Background: an optimization exercise with open tools, aiming at small area, a short achievable clock period and few clock cycles. Do not read the settings as production practice. The RTL was checked by simulation tests, not by an equivalence proof against the original design. No activity file was given, so power comes from the tool's default toggle rates.

--- flow/run.sh ---
#!/bin/bash
# synth_recipe.tcl (not shown) runs the flow's synth.tcl, then flattens the netlist and writes it again
# the make line also repeats each setting of config.mk as NAME=value (left out here)
make -C /OpenROAD-flow-scripts/flow DESIGN_CONFIG=/design/flow/config.mk WORK_HOME=/design/flow/orfs CLKGATE_MAP_FILE= SYNTH_SCRIPT=/design/flow/synth_recipe.tcl finish
--- flow/config.mk ---
export PLATFORM = sky130hd
export DESIGN_NAME = trpx_terse_enc
export DESIGN_NICKNAME = trpx_terse_enc
export VERILOG_FILES = /design/flow/design.v
export SDC_FILE = /design/flow/constraint.sdc
export NUM_CORES = 4
export LEC_CHECK = 0
export CAP_MARGIN = 20
export CORE_MARGIN = 5
export CORE_UTILIZATION = 40
export PLACE_DENSITY = 0.6
export SETUP_SLACK_MARGIN = 4
export SLEW_MARGIN = 20
--- flow/constraint.sdc ---
create_clock -name core_clock -period 8.0 [get_ports {clk}]
set_input_delay 1.6000 -clock core_clock [delete_from_list [all_inputs] [get_ports {clk}]]
set_output_delay 1.6000 -clock core_clock [all_outputs]
set_load 0.01 [all_outputs]
--- flow/design.v ---
module trpx_terse_enc (
    input  wire        clk,
    input  wire        rst,
    input  wire        start,
    output wire        start_ready,
    input  wire [6:0]  cfg_block,     
    input  wire        cfg_signed,    
    input  wire [6:0]  cfg_pb,        
    input  wire [15:0] cfg_n,         
    input  wire        in_valid,
    output wire        in_ready,
    input  wire [31:0] in_data,
    output wire        out_valid,
    input  wire        out_ready,
    output wire [31:0] out_data,
    output wire        out_last,
    output reg         done,
    output reg  [1:0]  done_err,      
    output reg  [21:0] done_bits      
);
    localparam K_BLK = 2'd0;      
    localparam K_BAD = 2'd1;      
    localparam K_END = 2'd2;      
    function [31:0] lowmask;
        input [5:0] w;
        integer k;
        begin
            for (k = 0; k < 32; k = k + 1)
                lowmask[k] = (w > k);
        end
    endfunction
    reg         start_rdy_r;
    reg         in_rdy_r;
    reg         i_act;           
    reg         i_sgn;
    reg  [5:0]  i_pb;
    reg  [5:0]  i_blk;
    reg  [15:0] i_frm_left;      
    reg  [5:0]  i_blk_left;      
    reg  [5:0]  i_bn;            
    reg         i_bfirst;        
    reg         i_ffirst;        
    reg         i_bad;
    reg  [31:0] wr_oh;           
    reg  [5:0]  occ;             
    assign start_ready = start_rdy_r;
    assign in_ready    = in_rdy_r;
    wire start_fire = start && start_rdy_r;
    wire in_fire    = in_valid && in_rdy_r;
    reg  [31:0] i_hm;
    wire        lg_uns = ~|(in_data & {i_hm[30:0], 1'b0});
    wire        lg_sgn = (~|(in_data & i_hm)) | (&(in_data | ~i_hm));
    wire        in_legal = i_sgn ? lg_sgn : lg_uns;
    wire        blk_end  = (i_blk_left == 6'd1);
    wire        frm_end  = (i_frm_left == 16'd1);
    wire        bad_now  = (i_bad & ~i_bfirst) | ~in_legal;
    wire        close_fire = in_fire && blk_end;
    wire        frame_over = close_fire && (frm_end || bad_now);
    wire        cfg_bad_b  = (cfg_block == 7'd0) || (cfg_block > 7'd32);
    wire        cfg_bad_pb = (cfg_pb == 7'd0) || (cfg_pb > 7'd32);
    wire        cfg_empty  = cfg_bad_b || cfg_bad_pb || (cfg_n == 16'd0);
    wire [1:0]  cfg_err    = cfg_bad_b ? 2'd1 : cfg_bad_pb ? 2'd2 : 2'd0;
    wire [5:0]  cfg_first_n = (cfg_n < {10'd0, cfg_block[5:0]}) ? cfg_n[5:0] : cfg_block[5:0];
    wire        new_item   = close_fire || (start_fire && cfg_empty);
    wire [15:0] frm_left_after = i_frm_left - 16'd1;
    wire [5:0]  next_blk_n = (frm_left_after < {10'd0, i_blk}) ? frm_left_after[5:0] : i_blk;
    reg  [31:0] rd_oh;           
    reg  [31:0] e_raw;
    wire [1023:0] vflat;
    genvar gi;
    generate
        for (gi = 0; gi < 32; gi = gi + 1) begin : vb
            reg [31:0] v;
            always @(posedge clk)
                if (wr_oh[gi] && in_rdy_r)
                    v <= in_data;
            assign vflat[gi*32 +: 32] = v;
        end
    endgenerate
    integer j;
    always @(*) begin
        e_raw = 32'd0;
        for (j = 0; j < 32; j = j + 1)
            e_raw = e_raw | (vflat[j*32 +: 32] & {32{rd_oh[j]}});
    end
    reg  [31:0] r1;              
    reg         r1_neg;
    reg         r1_vld;          
    reg         r1_bfirst;
    reg         r1_item;         
    reg  [1:0]  r1_kind;
    reg  [1:0]  r1_err;
    reg         r1_last;
    reg         r1_first;
    reg  [5:0]  r1_n;
    reg  [31:0] therm;           
    wire [31:0] r1_x   = r1;
    reg  [31:0] sm_or;           
    reg  [31:0] sm_and;          
    always @(*) begin
        sm_or = r1_x;
        sm_or = sm_or | (sm_or >> 1);
        sm_or = sm_or | (sm_or >> 2);
        sm_or = sm_or | (sm_or >> 4);
        sm_or = sm_or | (sm_or >> 8);
        sm_or = sm_or | (sm_or >> 16);
        sm_and = {r1_x[30:0], 1'b1};
        sm_and = sm_and & {sm_and[30:0], 1'b1};
        sm_and = sm_and & {sm_and[29:0], 2'b11};
        sm_and = sm_and & {sm_and[27:0], 4'hF};
        sm_and = sm_and & {sm_and[23:0], 8'hFF};
        sm_and = sm_and & {sm_and[15:0], 16'hFFFF};
    end
    wire [31:0] r1_th = sm_or | (sm_and & {32{r1_neg}});
    reg         c1_vld;
    reg  [1:0]  c1_kind;
    reg  [1:0]  c1_err;
    reg         c1_last;
    reg         c1_first;
    reg  [5:0]  c1_n;
    reg         c1_sgn;
    reg  [5:0]  c1_pb;
    wire [31:0] s_th  = c1_sgn ? ({therm[30:0], therm[0]} & lowmask(c1_pb)) : therm;
    wire [32:0] s_edg = {1'b0, s_th} ^ {s_th, 1'b1};      
    reg  [5:0]  s_bin;
    integer k;
    always @(*) begin
        s_bin = 6'd0;
        for (k = 1; k <= 32; k = k + 1)
            if (s_edg[k]) s_bin = s_bin | k[5:0];
    end
    reg         c2_vld;
    reg  [1:0]  c2_kind;
    reg  [1:0]  c2_err;
    reg         c2_last;
    reg         c2_first;
    reg  [5:0]  c2_n;
    reg  [5:0]  c2_s;
    reg         c2_lt7;
    reg         c2_lt10;
    reg  [5:0]  prev_s;
    wire [5:0]  c2_pv = c2_first ? 6'd0 : prev_s;
    wire [1:0]  c2_ht = (c2_s == c2_pv) ? 2'd0 : c2_lt7 ? 2'd1 : c2_lt10 ? 2'd2 : 2'd3;
    localparam DW = 19;
    wire [DW-1:0] c2_desc = {c2_kind, c2_err, c2_last, c2_n, c2_ht,
                             (c2_kind == K_BLK) ? c2_s : 6'd0};
    reg  [DW-1:0] q [0:2];
    reg  [2:0]    qv;
    reg           h_hdr;         
    wire [1:0]  h_kind = q[0][18:17];
    wire [1:0]  h_err  = q[0][16:15];
    wire        h_last = q[0][14];
    wire [5:0]  h_n    = q[0][13:8];
    wire [1:0]  h_ht   = q[0][7:6];
    wire [5:0]  h_s    = q[0][5:0];
    wire        h_vld  = qv[0];
    reg  [1:0]  x_cnt;
    reg         f_vld;
    reg  [43:0] f_data;
    reg  [5:0]  f_len;
    reg         f_nz;            
    reg         f_end;
    reg  [1:0]  f_err;
    wire        f_acc;
    wire        f_free  = !f_vld || f_acc;
    wire        e_go    = h_vld && f_free;
    wire        e_isend = (h_kind == K_END);
    wire        e_lastv = (h_n == 6'd1);
    wire        e_pop   = e_go && (e_isend || e_lastv);
    wire        e_read  = e_go && !e_isend;
    wire        e_hdr   = h_hdr && (h_kind == K_BLK);
    wire [31:0] e_v = e_raw & lowmask(h_s);
    reg  [11:0] e_h;
    reg  [3:0]  e_hl;
    always @(*) begin
        case (h_ht)
            2'd0: begin e_h = 12'd1;                               e_hl = 4'd1;  end
            2'd1: begin e_h = {8'd0, h_s[2:0], 1'b0};              e_hl = 4'd4;  end
            2'd2: begin e_h = {6'd0, h_s[1:0] - 2'd3, 4'b1110};    e_hl = 4'd6;  end
            default: begin e_h = {h_s - 6'd10, 6'b111110};         e_hl = 4'd12; end
        endcase
    end
    reg  [43:0] e_data;
    always @(*) begin
        if (!e_hdr)
            e_data = {12'd0, e_v};
        else case (h_ht)
            2'd0:    e_data = {11'd0, e_v, 1'b1};
            2'd1:    e_data = {8'd0, e_v, e_h[3:0]};
            2'd2:    e_data = {6'd0, e_v, e_h[5:0]};
            default: e_data = {e_v, e_h};
        endcase
    end
    wire [5:0]  e_len = h_s + (e_hdr ? {2'd0, e_hl} : 6'd0);
    wire        e_nz  = e_hdr || (h_s != 6'd0);
    wire        e_end = e_isend || (e_lastv && (h_last || h_kind == K_BAD));
    wire [1:0]  e_err = (h_kind == K_BAD) ? 2'd3 : (h_kind == K_END) ? h_err : 2'd0;
    reg  [74:0] acc;
    reg  [6:0]  cnt;
    reg         flushing;
    reg  [1:0]  p_err;
    reg  [21:0] p_bits;
    reg  [31:0] w0, w1;
    reg         w0_v, w1_v, w0_l, w1_l;
    reg         pend;            
    assign out_valid = w0_v;
    assign out_data  = w0;
    assign out_last  = w0_l;
    wire   pop       = w0_v && out_ready;
    wire   f_bits    = f_vld && f_nz;
    wire   c_z5      = (cnt[4:0] == 5'd0);
    wire   c_lt32    = !cnt[6] && !cnt[5];
    wire   c_gt32    = cnt[6] || (cnt[5] && !c_z5);
    wire   c_eq32    = !cnt[6] && cnt[5] && c_z5;
    wire   c_le32    = c_lt32 || c_eq32;
    wire   c_zero    = c_lt32 && c_z5;
    wire   wrd_rdy   = flushing ? (!c_zero && (c_gt32 || !pend))
                                : (c_gt32 || (c_eq32 && f_bits));
    wire   prod      = wrd_rdy && !w1_v;                  
    wire   prod_l    = flushing && c_le32;                
    wire   fin0      = flushing && c_zero && !w0_v;       
    wire   fin       = (prod && prod_l) || fin0;
    assign f_acc = f_vld && !flushing &&
                   (!f_nz || c_lt32 || (!cnt[6] && prod));
    wire [74:0] acc_sh  = prod ? {32'd0, acc[74:32]} : acc;
    wire [74:0] f_sh    = {31'd0, f_data} << cnt[4:0];
    wire [74:0] acc_nx  = acc_sh | (f_acc ? f_sh : 75'd0);
    wire [6:0]  cnt_add = cnt + {1'b0, f_len};
    wire [6:0]  cnt_nx  = f_acc ? (prod ? cnt_add - 7'd32 : cnt_add)
                                : (prod ? cnt - 7'd32     : cnt);
    wire [21:0] p_add   = p_bits + {16'd0, f_len};
    reg         i_act_nx;
    reg  [5:0]  i_blk_left_nx;
    always @(*) begin
        i_act_nx      = i_act;
        i_blk_left_nx = i_blk_left;
        if (start_fire) begin
            i_act_nx      = !cfg_empty;
            i_blk_left_nx = cfg_first_n;
        end else if (in_fire) begin
            if (frame_over)
                i_act_nx = 1'b0;
            if (blk_end)
                i_blk_left_nx = next_blk_n;
            else
                i_blk_left_nx = i_blk_left - 6'd1;
        end
    end
    wire [2:0]  qv_sh = e_pop ? {1'b0, qv[2:1]} : qv;
    always @(posedge clk) begin
        r1     <= in_data ^ {32{i_sgn & in_data[31]}};
        r1_neg <= i_sgn & in_data[31];
        if (rst) begin
            start_rdy_r <= 1'b1;
            in_rdy_r    <= 1'b0;
            i_act       <= 1'b0;
            i_sgn       <= 1'b0;
            i_pb        <= 6'd16;
            i_blk       <= 6'd12;
            i_frm_left  <= 16'd0;
            i_blk_left  <= 6'd0;
            i_bn        <= 6'd0;
            i_bfirst    <= 1'b1;
            i_ffirst    <= 1'b1;
            i_bad       <= 1'b0;
            wr_oh       <= 32'd1;
            rd_oh       <= 32'd1;
            occ         <= 6'd0;
            r1_vld      <= 1'b0;
            r1_bfirst   <= 1'b0;
            r1_item     <= 1'b0;
            r1_kind     <= 2'd0;
            r1_err      <= 2'd0;
            r1_last     <= 1'b0;
            r1_first    <= 1'b0;
            r1_n        <= 6'd0;
            therm       <= 32'd0;
            c1_vld      <= 1'b0;
            c1_kind     <= 2'd0;
            c1_err      <= 2'd0;
            c1_last     <= 1'b0;
            c1_first    <= 1'b0;
            c1_n        <= 6'd0;
            c1_sgn      <= 1'b0;
            c1_pb       <= 6'd0;
            c2_vld      <= 1'b0;
            c2_kind     <= 2'd0;
            c2_err      <= 2'd0;
            c2_last     <= 1'b0;
            c2_first    <= 1'b0;
            c2_n        <= 6'd0;
            c2_s        <= 6'd0;
            c2_lt7      <= 1'b0;
            c2_lt10     <= 1'b0;
            prev_s      <= 6'd0;
            qv          <= 3'd0;
            h_hdr       <= 1'b1;
            f_vld       <= 1'b0;
            f_data      <= 44'd0;
            f_len       <= 6'd0;
            f_nz        <= 1'b0;
            f_end       <= 1'b0;
            f_err       <= 2'd0;
            acc         <= 75'd0;
            cnt         <= 7'd0;
            flushing    <= 1'b0;
            p_err       <= 2'd0;
            p_bits      <= 22'd0;
            w0_v        <= 1'b0;
            w1_v        <= 1'b0;
            w0_l        <= 1'b0;
            w1_l        <= 1'b0;
            pend        <= 1'b0;
            done        <= 1'b0;
            done_err    <= 2'd0;
            done_bits   <= 22'd0;
            x_cnt       <= 2'd0;
            i_hm        <= 32'd0;
        end else begin
            i_act      <= i_act_nx;
            i_blk_left <= i_blk_left_nx;
            in_rdy_r   <= i_act_nx && (occ <= 6'd30 || (occ == 6'd31 && !in_fire)) &&
                          (i_blk_left_nx != 6'd1 || !x_cnt[1] || (x_cnt == 2'd2 && !close_fire));
            start_rdy_r <= !i_act_nx && (!x_cnt[1] || (x_cnt == 2'd2 && !new_item));
            if (new_item && !e_pop)
                x_cnt <= x_cnt + 2'd1;
            else if (!new_item && e_pop)
                x_cnt <= x_cnt - 2'd1;
            if (start_fire) begin
                i_sgn      <= cfg_signed;
                i_pb       <= cfg_pb[5:0];
                i_hm       <= ~lowmask(cfg_pb[5:0] - 6'd1);
                i_blk      <= cfg_block[5:0];
                i_frm_left <= cfg_n;
                i_bn       <= cfg_first_n;
                i_bfirst   <= 1'b1;
                i_ffirst   <= 1'b1;
            end else if (in_fire) begin
                i_frm_left <= frm_left_after;
                i_bfirst   <= blk_end;
                if (blk_end) begin
                    i_ffirst <= 1'b0;
                    i_bn     <= next_blk_n;
                end
            end
            if (in_fire) begin
                wr_oh <= {wr_oh[30:0], wr_oh[31]};
                i_bad <= bad_now;
            end
            if (in_fire && !e_read)
                occ <= occ + 6'd1;
            else if (!in_fire && e_read)
                occ <= occ - 6'd1;
            r1_vld    <= in_fire;
            r1_bfirst <= i_bfirst;
            r1_item   <= new_item;
            if (start_fire) begin
                r1_kind <= K_END;
                r1_err  <= cfg_err;
            end else begin
                r1_kind <= bad_now ? K_BAD : K_BLK;
                r1_err  <= 2'd3;
            end
            r1_last  <= frm_end;
            r1_first <= i_ffirst;
            r1_n     <= i_bn;
            if (r1_vld)
                therm <= (r1_bfirst ? 32'd0 : therm) | r1_th;
            c1_vld <= r1_item;
            if (r1_item) begin
                c1_kind  <= r1_kind;
                c1_err   <= r1_err;
                c1_last  <= r1_last;
                c1_first <= r1_first;
                c1_n     <= r1_n;
                c1_sgn   <= i_sgn;
                c1_pb    <= i_pb;
            end
            c2_vld <= c1_vld;
            if (c1_vld) begin
                c2_kind  <= c1_kind;
                c2_err   <= c1_err;
                c2_last  <= c1_last;
                c2_first <= c1_first;
                c2_n     <= c1_n;
                c2_s     <= s_bin;
                c2_lt7   <= !s_th[6];
                c2_lt10  <= !s_th[9];
            end
            if (c2_vld && c2_kind == K_BLK)
                prev_s <= c2_s;
            if (e_pop) begin
                q[0] <= q[1];
                q[1] <= q[2];
            end else if (e_go) begin
                q[0][13:8] <= h_n - 6'd1;
            end
            if (c2_vld) begin
                if (!qv_sh[0])      q[0] <= c2_desc;
                else if (!qv_sh[1]) q[1] <= c2_desc;
                else                q[2] <= c2_desc;
            end
            qv <= c2_vld ? {qv_sh[1], qv_sh[0], 1'b1} : qv_sh;
            if (e_pop)
                h_hdr <= 1'b1;
            else if (e_go)
                h_hdr <= 1'b0;
            if (e_read)
                rd_oh <= {rd_oh[30:0], rd_oh[31]};
            if (f_free) begin
                f_vld  <= e_go;
                f_data <= e_data;
                f_len  <= e_len;
                f_nz   <= e_nz;
                f_end  <= e_end;
                f_err  <= e_err;
            end
            if (fin) begin
                acc      <= 75'd0;
                cnt      <= 7'd0;
                flushing <= 1'b0;
                p_bits   <= 22'd0;
                done_err  <= p_err;
                done_bits <= p_bits;
            end else begin
                acc <= acc_nx;
                cnt <= cnt_nx;
                if (f_acc) begin
                    p_bits <= p_add;
                    if (f_end) begin
                        flushing <= 1'b1;
                        p_err    <= f_err;
                    end
                end
            end
            if (!w0_v || pop) begin
                if (w1_v) begin
                    w0   <= w1;
                    w0_l <= w1_l;
                end else begin
                    w0   <= acc[31:0];
                    w0_l <= prod_l;
                end
                w0_v <= w1_v || prod;
                w1_v <= 1'b0;
            end else if (prod) begin
                w1   <= acc[31:0];
                w1_l <= prod_l;
                w1_v <= 1'b1;
            end
            if (prod && prod_l)
                pend <= 1'b1;
            else if (pop && w0_l)
                pend <= 1'b0;
            done <= (pop && w0_l) || fin0;
        end
    end
endmodule
==> summary.txt <==
Status = finished clean
Max Slew Vio Count = 0
Final wirelength = 222 mm
Total number of vias = 46745
CP Launch Point = rd_oh[24]
Ratio of cells with drive above 1 in the final layout = 11.4%
Post-synth EDFFs = 1145
Multi-input logic area = 21300 sq um
Synth Register Bits = 1619
Area growth, synth to finish = 14.4%
Netlist cell types = 87
Final Power = 18.1 mW
TritonCTS clock tree = yes
CTS buffer count = 168
Post-synth ARST share = 0%
Max Cap Viol = 0
Global placer's final weighted congestion = 0.889
Top FF cell, synth = edfxtp_1
IO Pins = 129
Worst slew pin tran = 1.24 ns
Synth area leaders = edfxtp_1 52%, dfxtp_1 14%, a22oi_1 3.7%
GRT overflow = 0
Register area = 43900 sq um
Root buffer cell = clkbuf_16
Final nets = 5469
Worst reg2reg startpoint = rd_oh[24]
Yosys warning count = 2
First-pass GRT wire length = 315 mm
LEAKAGE = 24.9 nW
Synth top area share = 51.6%
RSZ-0062 raised after global routing = true
PortBufs = 128
Critical Path End = f_data[23]
Fmax = 248 MHz
Met3 GRT Util = 5.54%
Synth Cell Area = 66700 sq um
Met1 Use GR = 33.3%
Hold_buf cts = 0
Starting Density = 40.3%
Worst setup SP type = flop
Crit path arrival time = 4.74 ns
Placeable Area = 165000 sq um
# H-tree levels = 4
Worst Skew = 0.0512 ns
Hpwl dp = 127 mm
R2R setup slack = 3.96 ns
DRC violations left = 0
Die Wd = 418 um
Final TNS setup = 0 ns
Count leader, synth = edfxtp_1
Syn nets = 5394
Final Hold Viols = 0
Maximum vdd ir drop = 0.240 mV
Initial DRC Count = 6412
Mean post-synth cell area = 12.7 sq um
Post-Syn Instances = 5265
DRT Pass-1 Iters = 13
Initial antenna violation count = 8
Req. time, crit path = 8.70 ns
Die Ht = 418 um
Max FO, Critical Path = 18
DIE AREA = 175000 sq um
Overall routing resource usage = 24.5%
Fillers = 14622
Worst Reg2Reg Path Length in Cells = 9
Hold Path Class = flop to flop
Final setup viols = 0
Routed WL per cell = 28.9 um
Synth cell count leaders = 1145 x edfxtp_1, 518 x nand2_1, 474 x dfxtp_1
Crit Path Class = flop to flop
Vias per cell = 6.09
CTS Buffer Depth = 3
Reg clk slew, reported paths = 0.06 ns
FP Rows = 149
Power Density = 237 nW/um^2
Antenna-violating nets left = 0
Largest net degree at the start of global routing = 105
Worst-Skew Late Latency = 0.83 ns
Worst slew margin = 17.2%
M2 GR Usage = 39.0%
Sink Count = 1619
Worst setup EP type = flop
Synth area leader = edfxtp_1
Minimum clock period after layout = 4.04 ns
Final period util = 50.5%
Global-route layer with the greatest usage = met2
Vias in the first global route = 43869
Sequential share of the synthesized area = 65.8%
Capture point of the worst reg-to-reg path = f_data[23]
[worst max-delay path, stage by stage, from the launching register on]
cell       delay [ns]
dfxtp_2          0.87
buf_4            0.57
a22o_1           0.20
a221oi_1         0.05
nand4_1          0.32
a2bb2oi_1        1.02
a222oi_1         0.29
o211ai_1         0.25
o211ai_1         0.17
a21oi_1          0.16
[final cells by class]
cell class,count,share of cell area [%]
inverters,94,0.463
repair buffers,265,3.08
multi-input cells,3192,28.0
diodes,8,0.0262
clock buffers,220,6.01
clock inverters,88,1.26
well taps,2189,3.59
flip-flops and latches,1619,57.6
[timing repair]
item	4_1_cts	5_1_grt
setup buffers	6	3
endpoints found under the setup margin	7	5
pin swaps	3	2
resized for setup	13	6
gates cloned	1	0
[kinds of logic after synthesis]
family / synth area share [%]
mux: 4.73
fa+ha+maj: 1.19
simple gates: 9.37
buf+inv: 2.62
flops: 65.8
xor+xnor: 1.51
compound gates: 14.8
[sequential cells by signal, indices dropped and copies added (netlist names), 7 cells and up]
signal      count
p_bits         22
done_bits      22
acc            75
q              57
f_data         44
vb.v         1024
wr_oh          32
w0             32
cnt             7
i_frm_left     16
i_hm           32
r1             32
w1             32
therm          32
rd_oh          32
[layer usage]
metal	routed length (um)	share of wire, %	vias to the layer above
li1	-	-	20372
met5	83	0.037	-
met2	102000	46	2629
met4	8200	3.7	2
met3	24000	11	463
met1	87900	40	23279
[per-stage QoR]
stage / cell area (sq um) / std cells / worst slack (ns) / hold WS (ns) / utilization (%)
final: 76300 / 7675 / 3.96 / 0.449 / 46.1
after detailed placement: 70500 / 7349 / 3.17 / 0.444 / 42.7
after global placement: 70500 / 7349 / 3.18 / 0.439 / 42.6
after floorplan: 66700 / 5265 / 4.02 / 0.416 / -
after CTS: 76200 / 7664 / 4.04 / 0.454 / 46.1
after global routing: 76300 / 7670 / 3.93 / 0.469 / 46.1
[how the worst min path moves through the flow]
stage                       from            to  slack (ns)  cells after the start
detailed placement       acc[25]        w1[25]        0.44                      0
floorplan               i_ffirst      i_ffirst        0.42                      2
global route        done_bits[0]  done_bits[0]        0.47                      2
finish              done_bits[0]  done_bits[0]        0.45                      2
global placement         acc[23]        w1[23]        0.44                      0
CTS                 done_bits[0]  done_bits[0]        0.45                      2
[cells in the final DEF, fill, tap and decap left out, types with 44 or more instances in the layout]
master / Yosys / final
a21oi_1: 272 / 267
a221oi_1: 135 / 135
a22o_1: 139 / 139
a22oi_1: 331 / 331
a31oi_1: 77 / 77
buf_4: 0 / 131
clkbuf_16: 0 / 172
clkdlybuf4s50_1: 0 / 122
dfxtp_1: 474 / 436
edfxtp_1: 1145 / 1145
ha_1: 57 / 57
inv_1: 92 / 90
mux2_2: 71 / 71
mux2i_1: 163 / 162
nand2_1: 518 / 513
nand4_1: 106 / 106
nor2_1: 375 / 373
nor2b_1: 44 / 44
nor3_1: 60 / 57
o21ai_0: 143 / 142
xnor2_1: 82 / 82
[where the power goes]
| group | internal (mW) | total [mW] | switching (mW) |
|---|---|---|---|
| Clock | 4.47 | 7.87 | 3.40 |
| Sequential | 9.07 | 9.19 | 0.125 |
| Combinational | 0.351 | 1.04 | 0.685 |
Testbench counts, summed over its fixed seeds: cycles 9,308.

-- port drivers added, routing unchanged --
Ports are ideal in the flow. The routed layout listed here was re-timed in OpenROAD.
Step 1, drivers: a clkbuf_16 drives clk and a buf_2 each remaining input, both assumed.
Step 2, shift: input delay + t, output delay - t, t = (earliest + latest rising clock arrival at the registers) / 2. This alone moves slack from input paths to output paths.
Slacks: no drivers / after step 1 / after step 2; pairs: no drivers / after step 1.
t (ns): 0.881
setup slack, ns: 3.960 / 3.960 / 3.446
slew at the worst register clock pin (ns): 0.07 / 0.07
After both steps this run still meets setup and hold. The setup slack of this run moves by 0.000 ns with the drivers and by -0.514 ns with both steps.
